This design comes from an exercise in tuning for small area, a short achievable clock period and few clock cycles on the open sky130 flow, not from production work. Only simulation tests tie the RTL to the original design; equivalence was not proved.

==> lagoon <==
// surgeon_core
module surgeon_core (
    input  wire        clk,
    input  wire        rst,
    input  wire        cmd_valid,
    output wire        cmd_ready,
    input  wire [63:0] cmd,
    output reg         resp_valid,
    output wire [63:0] resp
);
    reg        u1;
    reg [1:0]  u2;
    reg [2:0]  u3;
    reg [3:0]  u4;
    reg [11:0] u12;
    reg [15:0] tpid, tci;
    reg [47:0] src0, src1, dst0, dst1;
    reg        fs0, fs1, fd0, fd1;
    reg        some0, some1;
    reg [15:0] ttpid0, ttpid1, ttci0, ttci1;    
    reg        ip40, ip41;                      
    assign cmd_ready = 1'b1;
    wire [7:0]  op   = cmd[63:56];
    wire [3:0]  sel  = cmd[55:52];
    wire [3:0]  rsv  = cmd[51:48];
    wire [47:0] data = cmd[47:0];
    wire [15:0] v    = data[15:0];
    wire        b    = data[0];
    wire zh  = (data[47:16] == 32'd0);       
    wire zm  = (data[15:1] == 15'd0);
    wire d1  = zh & zm;                      
    wire dz  = d1 & ~data[0];                
    wire r0  = (rsv == 4'd0);
    wire s0  = (sel == 4'd0);
    wire s1  = (sel == 4'd1);
    wire sH  = (sel[3:1] == 3'd0);
    wire sW  = ~sel[3] & (~sel[2] | (sel[1:0] == 2'd0));
    function automatic m(input [7:0] x);
        m = (op == x);
    endfunction
    wire rw = r0 & sW;
    wire r_0 = r0 & s0;
    wire rH = r0 & sH;
    wire l10 = rw & m(8'h10) & dz;
    wire l11 = rw & m(8'h11) & zh;
    wire l12 = rw & m(8'h12) & zh;
    wire l13 = rw & m(8'h13) & dz;
    wire l14 = rw & m(8'h14) & dz;
    wire l15 = rw & m(8'h15) & dz;
    wire l16 = rw & m(8'h16) & dz;
  ...
==> flow/config.mk <==
export PLATFORM = sky130hd
export DESIGN_NAME = surgeon_core
export DESIGN_NICKNAME = surgeon_core
export VERILOG_FILES = /design/flow/design.v
export SDC_FILE = /design/flow/constraint.sdc
export NUM_CORES = 4
export LEC_CHECK = 0
export CAP_MARGIN = 20
export CORE_MARGIN = 2
export CORE_UTILIZATION = 55
export CTS_BUF_LIST = sky130_fd_sc_hd__clkbuf_8
export SETUP_SLACK_MARGIN = 2.5
export SLEW_MARGIN = 20
==> flow/constraint.sdc <==
create_clock -name core_clock -period 5.0 [get_ports {clk}]
set_input_delay 1.0000 -clock core_clock [delete_from_list [all_inputs] [get_ports {clk}]]
set_output_delay 1.0000 -clock core_clock [all_outputs]
set_load 0.01 [all_outputs]
standard.sh (not shown) runs the stock make flow with config.mk's settings and CLKGATE_MAP_FILE= SYNTH_SCRIPT=/design/flow/synth_recipe.tcl, a recipe that flattens the netlist after the stock synthesis.
==> flow/flow/run.sh <==
#!/bin/bash
set -euo pipefail
export BUFFER_PORTS_ARGS="-buffer_cell sky130_fd_sc_hd__buf_4"
export DONT_USE_CELLS="sky130_fd_sc_hd__a2111o_1 sky130_fd_sc_hd__a2111o_2 sky130_fd_sc_hd__a2111o_4 sky130_fd_sc_hd__a2111oi_0 sky130_fd_sc_hd__a2111oi_1 sky130_fd_sc_hd__a2111oi_2 sky130_fd_sc_hd__a2111oi_4 sky130_fd_sc_hd__nor4_1 sky130_fd_sc_hd__nor4_2 sky130_fd_sc_hd__nor4_4 sky130_fd_sc_hd__nor4b_1 sky130_fd_sc_hd__nor4b_2 sky130_fd_sc_hd__nor4b_4 sky130_fd_sc_hd__nor4bb_1 sky130_fd_sc_hd__nor4bb_2 sky130_fd_sc_hd__nor4bb_4 sky130_fd_sc_hd__o2111a_1 sky130_fd_sc_hd__o2111a_2 sky130_fd_sc_hd__o2111a_4 sky130_fd_sc_hd__o2111ai_1 sky130_fd_sc_hd__o2111ai_2 sky130_fd_sc_hd__o2111ai_4 sky130_fd_sc_hd__or4_1 sky130_fd_sc_hd__or4_2 sky130_fd_sc_hd__or4_4 sky130_fd_sc_hd__or4b_1 sky130_fd_sc_hd__or4b_2 sky130_fd_sc_hd__or4b_4 sky130_fd_sc_hd__or4bb_1 sky130_fd_sc_hd__or4bb_2 sky130_fd_sc_hd__or4bb_4 "
bash standard.sh > standard_flow.log 2>&1
==> tundra: changes against lagoon <==
--- a/flow/config.mk
+++ b/flow/config.mk
@@ -8,6 +8,6 @@
 export CAP_MARGIN = 20
 export CORE_MARGIN = 2
 export CORE_UTILIZATION = 55
-export CTS_BUF_LIST = sky130_fd_sc_hd__clkbuf_8
+export CTS_BUF_LIST = sky130_fd_sc_hd__clkbuf_4
 export SETUP_SLACK_MARGIN = 2.5
 export SLEW_MARGIN = 20
==> run_results.csv <==
group,metric,value,unit
outcome,status,"complete, no violations",
timing,tightest_slew,653,ps
finish,clkCellAreaFrac,5.81,%
worst_setup_path,cp.arrival,3250,ps
finish,nFillCells,2243,
clocking,clock-root-buffer,"clkbuf_4",
clocking,cts_buffers,92,
worst_setup_path,rr_startpoint,"src0[43]",
That was tundra.
==> run_results.csv <==
group,metric,value,unit
outcome,status,"complete, no violations",
finish,clkCellAreaFrac,5.23,%
clocking,clock-root-buffer,"clkbuf_8",
finish,syn_to_final_growth,27.4,%
synth,avgSynthCellArea,12.9,µm²
clocking,ctsHoldBuffers,0,
finish,final_cell_mix,"286 x edfxtp_1, 174 x buf_4, 84 x dfxtp_1",
clocking,cts_buffers,59,
timing,fmax,379,MHz
finish,nFillCells,2103,
timing,tightest_slew,663,ps
That was lagoon.
Testbench counts of lagoon, summed over its fixed seeds: cycles 12,008.
Testbench counts of tundra, summed over its fixed seeds: cycles 12,008.

## port drivers added, routing unchanged
The results above use ideal ports. As a check the final layouts listed here were re-extracted and re-timed, cells and wires unchanged. Step 1, drivers: a clkbuf_16 drives clk and a buf_2 each remaining input, both assumed. Step 2, shift: input delay + t, output delay - t, t = (earliest + latest rising clock arrival at the registers) / 2. This alone moves slack from input paths to output paths. Slacks: ideal / step 1 / step 2; pairs: ideal / step 1.
| run | shift t [ns] | setup slack, ns | worst setup path at the end | worst slew at a driven data input, ns | pins driven straight from the clock port |
|---|---|---|---|---|---|
| lagoon | 0.681 | 2.364 / 2.369 / 1.688 | input to register | 0.07 | 1 |
| tundra | 0.805 | 2.410 / 2.405 / 1.600 | input to register | 0.06 | 1 |
After both steps setup and hold are still met in every run listed. For tundra, which loses most, drivers alone change the setup slack by -0.005 ns; drivers and shift together by -0.810 ns.
